From an optimization exercise on the open Yosys and OpenROAD flow, aimed at small area, a short achievable clock period and few clock cycles per item; shortcuts taken in it are not production practice. In this exercise RTL edits were held to simulation tests only and were not proved equivalent to the original.

### run.sh
#!/bin/bash
# synth_recipe.tcl (not shown) runs the flow's synth.tcl, then flattens the netlist and writes it again
# the make line also repeats each setting of config.mk as NAME=value (left out here)
make -C /OpenROAD-flow-scripts/flow DESIGN_CONFIG=/design/flow/config.mk WORK_HOME=/design/flow/orfs CLKGATE_MAP_FILE= SYNTH_SCRIPT=/design/flow/synth_recipe.tcl finish
### config.mk
export PLATFORM = sky130hd
export DESIGN_NAME = yuv_to_rgb_converter
export DESIGN_NICKNAME = yuv_to_rgb_converter
export VERILOG_FILES = /design/flow/design.v
export SDC_FILE = /design/flow/constraint.sdc
export NUM_CORES = 4
export LEC_CHECK = 0
export CAP_MARGIN = 20
export CORE_MARGIN = 2
export CORE_UTILIZATION = 30
export PLACE_DENSITY = 0.5
export SLEW_MARGIN = 20
### constraint.sdc
create_clock -name core_clock -period 14.0 [get_ports {clk}]
set_input_delay 2.8000 -clock core_clock [delete_from_list [all_inputs] [get_ports {clk}]]
set_output_delay 2.8000 -clock core_clock [all_outputs]
set_load 0.01 [all_outputs]
### design.v
module range_normalizer (
    input  wire [15:0]        y,
    input  wire [15:0]        cb,
    input  wire [15:0]        cr,
    input  wire               full_range,
    input  wire [4:0]         din,         
    output reg  signed [17:0] ny,
    output reg         [16:0] dy,
    output reg  signed [17:0] ncb,
    output reg  signed [17:0] ncr,
    output reg         [16:0] dc
);
    wire [4:0]  sh  = din - 5'd8;
    wire [16:0] s   = 17'd1 << sh;
    wire [16:0] m   = (17'd1 << din) - 17'd1;
    wire [16:0] mid = 17'd1 << (din - 5'd1);
    always @(*) begin
        if (!full_range) begin
            ny  = $signed({2'b00, y})  - $signed({1'b0, 17'd16  * s});
            dy  = 17'd219 * s;
            ncb = $signed({2'b00, cb}) - $signed({1'b0, 17'd128 * s});
            ncr = $signed({2'b00, cr}) - $signed({1'b0, 17'd128 * s});
            dc  = 17'd224 * s;
        end else begin
            ny  = $signed({2'b00, y});
            dy  = m;
            ncb = $signed({2'b00, cb}) - $signed({1'b0, mid});
            ncr = $signed({2'b00, cr}) - $signed({1'b0, mid});
            dc  = m;
        end
    end
endmodule
module colorspace_matrix_engine (
    input  wire [2:0]         space,
    input  wire [1:0]         ch,       
    output reg  signed [27:0] ky,
    output reg  signed [28:0] kcr,
    output reg  signed [28:0] kcb
);
    localparam integer K601 = 1000,  A601 = 299,  B601 = 114;    
    localparam integer K709 = 10000, A709 = 2126, B709 = 722;    
    localparam integer KFCC = 100,   AFCC = 30,   BFCC = 11;     
    localparam integer K240 = 1000,  A240 = 212,  B240 = 87;     
    always @(*) begin
        ky  = 28'sd1;
        kcr = 29'sd0;
        kcb = 29'sd0;
        case ({space, ch})
            {3'd0, 2'd0}, {3'd3, 2'd0}: begin ky = K601; kcr = 2 * (K601 - A601); end
            {3'd0, 2'd1}, {3'd3, 2'd1}: begin
                ky  = K601 * (K601 - A601 - B601);
                kcr = -2 * A601 * (K601 - A601);
                kcb = -2 * B601 * (K601 - B601);
            end
            {3'd0, 2'd2}, {3'd3, 2'd2}: begin ky = K601; kcb = 2 * (K601 - B601); end
            {3'd1, 2'd0}: begin ky = K709; kcr = 2 * (K709 - A709); end
            {3'd1, 2'd1}: begin
                ky  = K709 * (K709 - A709 - B709);
                kcr = -2 * A709 * (K709 - A709);
                kcb = -2 * B709 * (K709 - B709);
            end
            {3'd1, 2'd2}: begin ky = K709; kcb = 2 * (K709 - B709); end
            {3'd2, 2'd0}: begin ky = KFCC; kcr = 2 * (KFCC - AFCC); end
            {3'd2, 2'd1}: begin
                ky  = KFCC * (KFCC - AFCC - BFCC);
                kcr = -2 * AFCC * (KFCC - AFCC);
                kcb = -2 * BFCC * (KFCC - BFCC);
            end
            {3'd2, 2'd2}: begin ky = KFCC; kcb = 2 * (KFCC - BFCC); end
            {3'd4, 2'd0}: begin ky = K240; kcr = 2 * (K240 - A240); end
            {3'd4, 2'd1}: begin
                ky  = K240 * (K240 - A240 - B240);
                kcr = -2 * A240 * (K240 - A240);
                kcb = -2 * B240 * (K240 - B240);
            end
            {3'd4, 2'd2}: begin ky = K240; kcb = 2 * (K240 - B240); end
            {3'd5, 2'd0}: begin kcr =  29'sd1; kcb = -29'sd1; end
            {3'd5, 2'd1}: begin kcb =  29'sd1; end
            {3'd5, 2'd2}: begin kcr = -29'sd1; kcb = -29'sd1; end
            default: ;    
        endcase
    end
endmodule
module bitdepth_scaler (
    input  wire               clk,
    input  wire               rst,
    input  wire               start,
    input  wire signed [60:0] n,
    input  wire        [58:0] d,
    input  wire [4:0]         dout,      
    output reg                done,
    output reg  [15:0]        q
);
    localparam QBITS = 18;
    reg               busy;
    reg               prep;
    reg signed [60:0] n_r;
    reg        [58:0] d_r;
    reg        [16:0] mout;
    reg               neg;
    reg        [77:0] rem;
    reg        [77:0] dsh;
    reg        [QBITS-1:0] quo;
    reg        [4:0]  step;
    wire [16:0] mout_w = (17'd1 << dout) - 17'd1;
    wire signed [79:0] num = 80'sd2 * n_r * $signed({1'b0, mout}) + $signed({21'd0, d_r});
    wire        [77:0] den = {18'd0, d_r, 1'b0};
    wire [78:0] diff = {1'b0, rem} - {1'b0, dsh};
    always @(posedge clk) begin
        if (rst) begin
            busy <= 1'b0;
            prep <= 1'b0;
            done <= 1'b0;
        end else begin
            done <= 1'b0;
            if (start) begin
                n_r  <= n;
                d_r  <= d;
                mout <= mout_w;
                prep <= 1'b1;
                busy <= 1'b0;
            end else if (prep) begin
                prep <= 1'b0;
                busy <= 1'b1;
                neg  <= num < 0;
                rem  <= num[77:0];
                dsh  <= den << (QBITS - 1);
                quo  <= {QBITS{1'b0}};
                step <= 5'd0;
            end else if (busy) begin
                if (!diff[78]) begin
                    rem <= diff[77:0];
                    quo <= {quo[QBITS-2:0], 1'b1};
                end else begin
                    quo <= {quo[QBITS-2:0], 1'b0};
                end
                dsh  <= dsh >> 1;
                step <= step + 5'd1;
                if (step == QBITS - 1) begin
                    busy <= 1'b0;
                    done <= 1'b1;
                end
            end
        end
    end
    always @(*) begin
        if (neg)
            q = 16'd0;
        else if ({1'b0, quo} > {2'b00, mout})
            q = mout[15:0];
        else
            q = quo[15:0];
    end
endmodule
module yuv_to_rgb_converter (
    input  wire        clk,
    input  wire        rst,
    input  wire        cmd_valid,
    output wire        cmd_ready,
    input  wire [63:0] cmd_data,
    output reg         rsp_valid,
    input  wire        rsp_ready,
    output reg  [63:0] rsp_data
);
    localparam [3:0] ST_OK       = 4'd0,
                     ST_BITDEPTH = 4'd1,
                     ST_LENGTH   = 4'd2,
                     ST_RANGE    = 4'd3,
                     ST_SPACE    = 4'd4,
                     ST_ILLEGAL  = 4'd5,
                     ST_SEQUENCE = 4'd6;
    localparam [2:0] S_IDLE = 3'd0,
                     S_MUL1 = 3'd1,
                     S_MUL2 = 3'd2,
                     S_DIV  = 3'd3,
                     S_WAIT = 3'd4,
                     S_RESP = 3'd5;
    reg [2:0] state;
    reg        batch;
    reg [13:0] p_par;
    reg [15:0] rem;
    reg        berr;
    wire [1:0]  c_op    = cmd_data[63:62];
    wire [15:0] c_a     = cmd_data[61:46];
    wire [15:0] c_b     = cmd_data[45:30];
    wire [15:0] c_c     = cmd_data[29:14];
    wire [13:0] c_par   = cmd_data[13:0];
    wire [2:0]  c_space = cmd_data[13:11];
    wire [4:0]  c_din   = cmd_data[9:5];
    wire [4:0]  c_dout  = cmd_data[4:0];
    function legal_depth(input [4:0] dep);
        legal_depth = (dep == 5'd8) || (dep == 5'd10) || (dep == 5'd12) || (dep == 5'd16);
    endfunction
    function out_of_range(input [15:0] a, input [15:0] b, input [15:0] c, input [4:0] dep);
        reg [16:0] lim;
        begin
            lim = (17'd1 << dep) - 17'd1;
            out_of_range = ({1'b0, a} > lim) || ({1'b0, b} > lim) || ({1'b0, c} > lim);
        end
    endfunction
    wire [4:0] p_din     = p_par[9:5];
    assign cmd_ready = (state == S_IDLE);
    wire   accept    = cmd_valid && cmd_ready;
    reg [15:0] x_y, x_cb, x_cr;
    reg [2:0]  x_space;
    reg        x_full;
    reg [4:0]  x_din, x_dout;
    reg [1:0]  ch;
    reg [15:0] res_r, res_g, res_b;
    reg [3:0]  r_status;
    reg [1:0]  r_op;
    reg        r_last, r_berr;
    wire signed [17:0] ny, ncb, ncr;
    wire        [16:0] dy, dc;
    range_normalizer u_norm (
        .y(x_y), .cb(x_cb), .cr(x_cr), .full_range(x_full), .din(x_din),
        .ny(ny), .dy(dy), .ncb(ncb), .ncr(ncr), .dc(dc)
    );
    wire signed [27:0] ky;
    wire signed [28:0] kcr, kcb;
    colorspace_matrix_engine u_mat (
        .space(x_space), .ch(ch), .ky(ky), .kcr(kcr), .kcb(kcb)
    );
    reg signed [45:0] p_yk;      
    reg signed [47:0] p_ck;      
    reg        [33:0] p_dyc;     
    reg signed [60:0] m_n;
    reg        [58:0] m_d;
    wire signed [63:0] n_y = p_yk * $signed({1'b0, dc});
    wire signed [65:0] n_c = p_ck * $signed({1'b0, dy});
    wire signed [66:0] n_full = n_y + n_c;
    wire        [61:0] d_full = ky[27:0] * p_dyc;
    wire [15:0] id_v = (ch == 2'd0) ? x_cr : (ch == 2'd1) ? x_y : x_cb;
    wire [16:0] id_m = (17'd1 << x_din) - 17'd1;
    reg         sc_start;
    wire        sc_done;
    wire [15:0] sc_q;
    bitdepth_scaler u_scale (
        .clk(clk), .rst(rst), .start(sc_start), .n(m_n), .d(m_d), .dout(x_dout),
        .done(sc_done), .q(sc_q)
    );
    always @(posedge clk) begin
        if (rst) begin
            state     <= S_IDLE;
            batch     <= 1'b0;
            p_par     <= 14'd0;
            rem       <= 16'd0;
            berr      <= 1'b0;
            rsp_valid <= 1'b0;
            rsp_data  <= 64'd0;
            sc_start  <= 1'b0;
        end else begin
            sc_start <= 1'b0;
            case (state)
            S_IDLE: if (accept) begin
                r_op   <= c_op;
                r_last <= 1'b0;
                r_berr <= 1'b0;
                res_r  <= 16'd0;
                res_g  <= 16'd0;
                res_b  <= 16'd0;
                ch     <= 2'd0;
                x_y    <= c_a;
                x_cb   <= c_b;
                x_cr   <= c_c;
                state  <= S_RESP;
                if (batch) begin
                    if (c_op != 2'b11) begin
                        r_status <= ST_SEQUENCE;
                        r_last   <= 1'b1;
                        r_berr   <= 1'b1;
                        batch    <= 1'b0;
                        rem      <= 16'd0;
                        berr     <= 1'b0;
                    end else begin
                        x_space <= p_par[13:11];
                        x_full  <= p_par[10];
                        x_din   <= p_par[9:5];
                        x_dout  <= p_par[4:0];
                        rem     <= rem - 16'd1;
                        if (rem == 16'd1) begin
                            r_last <= 1'b1;
                            batch  <= 1'b0;
                            berr   <= 1'b0;
                        end
                        if (c_par != 14'd0) begin
                            r_status <= ST_ILLEGAL;
                            if (rem == 16'd1) r_berr <= 1'b1;
                            else              berr   <= 1'b1;
                        end else if (out_of_range(c_a, c_b, c_c, p_din)) begin
                            r_status <= ST_RANGE;
                            if (rem == 16'd1) r_berr <= 1'b1;
                            else              berr   <= 1'b1;
                        end else begin
                            r_status <= ST_OK;
                            if (rem == 16'd1) r_berr <= berr;
                            state <= S_MUL1;
                        end
                    end
                end else begin
                    x_space <= c_space;
                    x_full  <= cmd_data[10];
                    x_din   <= c_din;
                    x_dout  <= c_dout;
                    if (c_op == 2'b00)
                        r_status <= ST_ILLEGAL;
                    else if (c_op == 2'b11)
                        r_status <= ST_SEQUENCE;
                    else if (!legal_depth(c_din) || !legal_depth(c_dout))
                        r_status <= ST_BITDEPTH;
                    else if (c_space == 3'd7)
                        r_status <= ST_SPACE;
                    else if (c_op == 2'b01) begin
                        if (out_of_range(c_a, c_b, c_c, c_din))
                            r_status <= ST_RANGE;
                        else begin
                            r_status <= ST_OK;
                            state    <= S_MUL1;
                        end
                    end else begin
                        if (c_a != c_b || c_a != c_c)
                            r_status <= ST_LENGTH;
                        else begin
                            r_status <= ST_OK;
                            if (c_a == 16'd0)
                                r_last <= 1'b1;       
                            else begin
                                batch <= 1'b1;
                                p_par <= c_par;
                                rem   <= c_a;
                                berr  <= 1'b0;
                            end
                        end
                    end
                end
            end
            S_MUL1: begin
                p_yk  <= ny * ky;
                p_ck  <= kcr * ncr + kcb * ncb;
                p_dyc <= dy * dc;
                state <= S_MUL2;
            end
            S_MUL2: begin
                if (x_space == 3'd6) begin
                    m_n <= $signed({45'd0, id_v});
                    m_d <= {42'd0, id_m};
                end else begin
                    m_n <= n_full[60:0];
                    m_d <= d_full[58:0];
                end
                sc_start <= 1'b1;
                state    <= S_DIV;
            end
            S_DIV: if (sc_done) begin
                case (ch)
                    2'd0:    res_r <= sc_q;
                    2'd1:    res_g <= sc_q;
                    default: res_b <= sc_q;
                endcase
                if (ch == 2'd2)
                    state <= S_RESP;
                else begin
                    ch    <= ch + 2'd1;
                    state <= S_MUL1;
                end
            end
            S_RESP: begin
                rsp_valid <= 1'b1;
                rsp_data  <= {r_status, r_op, r_last, r_berr, 8'd0, res_r, res_g, res_b};
                state     <= S_WAIT;
            end
            S_WAIT: if (rsp_ready) begin
                rsp_valid <= 1'b0;
                state     <= S_IDLE;
            end
            default: state <= S_IDLE;
            endcase
        end
    end
endmodule
==> impl_metrics.toml <==
[synthesis]
ys_types = 92
ys_warn_count = 4
syn_inst = 22400
async_flop_share_pct = 0
synth_edf_count = 683
syn_area_um2 = 206000
avgSynthCellArea_um2 = 9.21
ys_ff_latch = 778
synth_ff_type = "edfxtp_1"
yosys.area.top_type = "fa_1"
yosys-top-cells-area = "fa_1, edfxtp_1, inv_1"
yosysTopAreaCellShare_pct = 44.8
yosysSeqAreaShare_pct = 10.9

[cells_and_area]
fill_cells = 71500
finalNetCount = 28200
drive_gt1_share_pct = 3.40
synthToLayoutAreaGrowth_pct = 7.91
multi_input_area_um2 = 161000
ff_latch_area_um2 = 22400

[worst_setup_path]
crit_path_end_kind = "register"
crit_arrival_ns = 13.82
crit_type = "reg -> reg"
crit_path_start_kind = "register"
crit_family = "adder cells"
critPathLaunch = "x_din[2]"
max_stage_delay_ns = 0.74
r2r_start = "x_din[2]"
cp_slowest_cell = "xnor2_2"
worst-path-buf-inv = 6
required_ns = 14.62
crit_fanout = 15
cp_common_cell = "fa_1"
rrSetupSlack_ns = 0.80

[sta]
tightestPinTransition_ns = 1.23
rsz0062_at_grt = "no"
slew_violations = 0
setup-tns-final_ns = 0
period_needed_ns = 13.20
slew_headroom_pct = 18.0
finalClockSkew_ns = 0.0932
max_clock_freq_mhz = 75.7
finalCritPeriodShare_pct = 94.3
setup_violations = 0
report.final.hold_viol_count = 0
holdWs_ns = 0.369

[worst_hold_path]
min_from = "m_d[40]"
hp-class = "reg -> reg"

[global_routing]
grt_use_total_pct = 20.1
grt_pass1_wl_mm = 1050
grt_pass1_vias = 162000
gr-total-overflow = 0
grt_max_degree = 101
antenna_found_initial = 61

[cts]
root_buffer = "clkbuf_16"
post_cts_resized = 0
clk_pin_slew_ns = 0.08
cts_max_level = 3
cts_tree = "built"
clock_sinks = 778
cts_buffers = 104
cts_hold_buf = 0
clk_latency_ns = 0.91
post_cts_buffers = 0
clk_path_buf_depth = 4

[drt]
via_per_inst = 4.85
antenna_left = 0
drt_iter0_drc = 10700
dr.pass1.iters = 6
drt-wirelength-per-cell_um = 22.3
vias = 151000
drc = 0
routed_wl_mm = 695

[place]
gp_congestion = 0.960
portBuffers = 124
dpl.hpwl_mm = 581

[floorplan]
start_util_pct = 30.1
rows = 304
fp.coreArea_um2 = 685000
die_area_um2 = 693000
die_x_um = 832
ios = 134
die_height_um = 832

[run]
maxCapViolCount = 0

[run_status]
status = "no timing/DRC/antenna violations"
-- flip-flops by register name (all words and copies together) (netlist names), 5 cells and up --
name and cells:
rsp_data 55, u_scale.d_r 59, res_b 16, u_scale.step 5, u_scale.dsh 77, x_y 16
p_par 14, u_scale.n_r 61, u_scale.rem 78, p_yk 46, m_n 61, p_dyc 34
x_cb 16, p_ck 48, m_d 59, res_g 16, x_dout 5, res_r 16
rem 16, x_cr 16, u_scale.mout 17, x_din 5, u_scale.quo 18
-- cell families (layout without fill, tap and decap cells) --
kind of cell	Yosys count	after routing	synth area share (%)
buffers and inverters	6256	5970	11.4
DFF	778	778	10.9
and+or+nand+nor	6405	6405	14.1
other	1	21	0.00182
AOI/OAI and AO/OA	2139	2139	6.58
muxes	112	112	0.564
xor gates and xnor gates	525	525	2.24
adders and majority gates	6154	6154	54.2
-- synth_stat cells, drive strengths merged, types with 32 or more instances --
library cell  instances
a21o                303
mux2                 32
nor2b               234
o21a                122
buf                  84
o21ai               485
ha                 1550
dfxtp                95
o31ai                43
inv                5265
and2               1056
nand4                96
a21oi               634
a211oi               67
edfxtp              683
xnor2               339
clkbuf              907
xor2                185
nand2b              144
nand2              3441
a31oi                68
nand3               144
nor2                860
mux2i                80
or3                  45
or2                  34
o21bai               71
and3                130
a21boi               36
fa                 4604
nor3                134
o211ai               38
-- placed cells by master, fill, tap and decap left out, types with 128 or more instances in the layout --
cell type	instances
inv_1	5264
fa_1	4604
nand2_1	3438
ha_1	1548
and2_1	1052
nor2_1	853
edfxtp_1	683
a21oi_1	619
o21ai_0	458
buf_4	374
xnor2_1	337
a21o_1	301
nor2b_1	231
xor2_1	185
nand2b_1	144
nand3_1	143
nor3_1	133
and3_1	128
-- routing by layer --
metal  routed length, µm  part of all wire [%]  global-route usage, %
met2              320000                    46                   32.8
met1              303000                    44                   27.4
met5                 196                 0.028                      0
met3               49500                   7.1                   3.90
met4               21600                   3.1                   5.30
-- final cells by class --
type | count | area share (%)
well taps | 9027 | 5.08
inverters | 5265 | 8.89
diodes | 12 | 0.0135
repair buffers | 516 | 1.98
multi-input cells | 15300 | 72.3
clock buffers | 125 | 1.27
flip-flops and latches | 778 | 10.1
clock inverters | 64 | 0.367
-- final timing paths --
kind,to,cells past startpoint
worst max register to register,p_ck[47],42
worst min register to register,u_scale.d_r[40],0
worst max-delay path,p_ck[47],42
worst min-delay path,u_scale.d_r[40],0
-- stage by stage --
step	cell area, µm²	worst slack [ns]	utilization (%)	cells
floorplan	206000	1.55	-	22400
global placement	218000	0.376	31.9	30900
detailed placement	218000	0.288	31.9	30900
CTS	222000	0.242	32.4	31100
global route	222000	0.00986	32.5	31100
finish	222000	0.796	32.5	31100
Testbench counts, summed over its fixed seeds: cycles 160,311, items 2,400.

[what the ideal ports hide]
Ports are ideal in the flow. The routed layout listed here was re-timed in OpenROAD.
Step 1 (the two cells are an assumption about what drives the block):
set clk [get_ports {clk}]
set_driving_cell -lib_cell sky130_fd_sc_hd__clkbuf_16 $clk
set_driving_cell -lib_cell sky130_fd_sc_hd__buf_2 [delete_from_list [all_inputs] $clk]
Step 2 times the ports against the registers' clock, not the clock port: input delays grow and output delays shrink by t, the midpoint of the rising clock arrivals with the driver on.
Slacks: ideal / step 1 / step 2; pairs: ideal / step 1.
shift t [ns]: 1.007
slack for setup (ns): 0.796 / 0.796 / 0.796
worst register clock-pin slew, ns: 0.08 / 0.08
worst slew at a driven data input, ns: 0.27
cell pins on the clock port's net: 1
After both steps this run still meets setup and hold. The setup slack of this run moves by 0.000 ns with the drivers and by 0.000 ns with both steps.
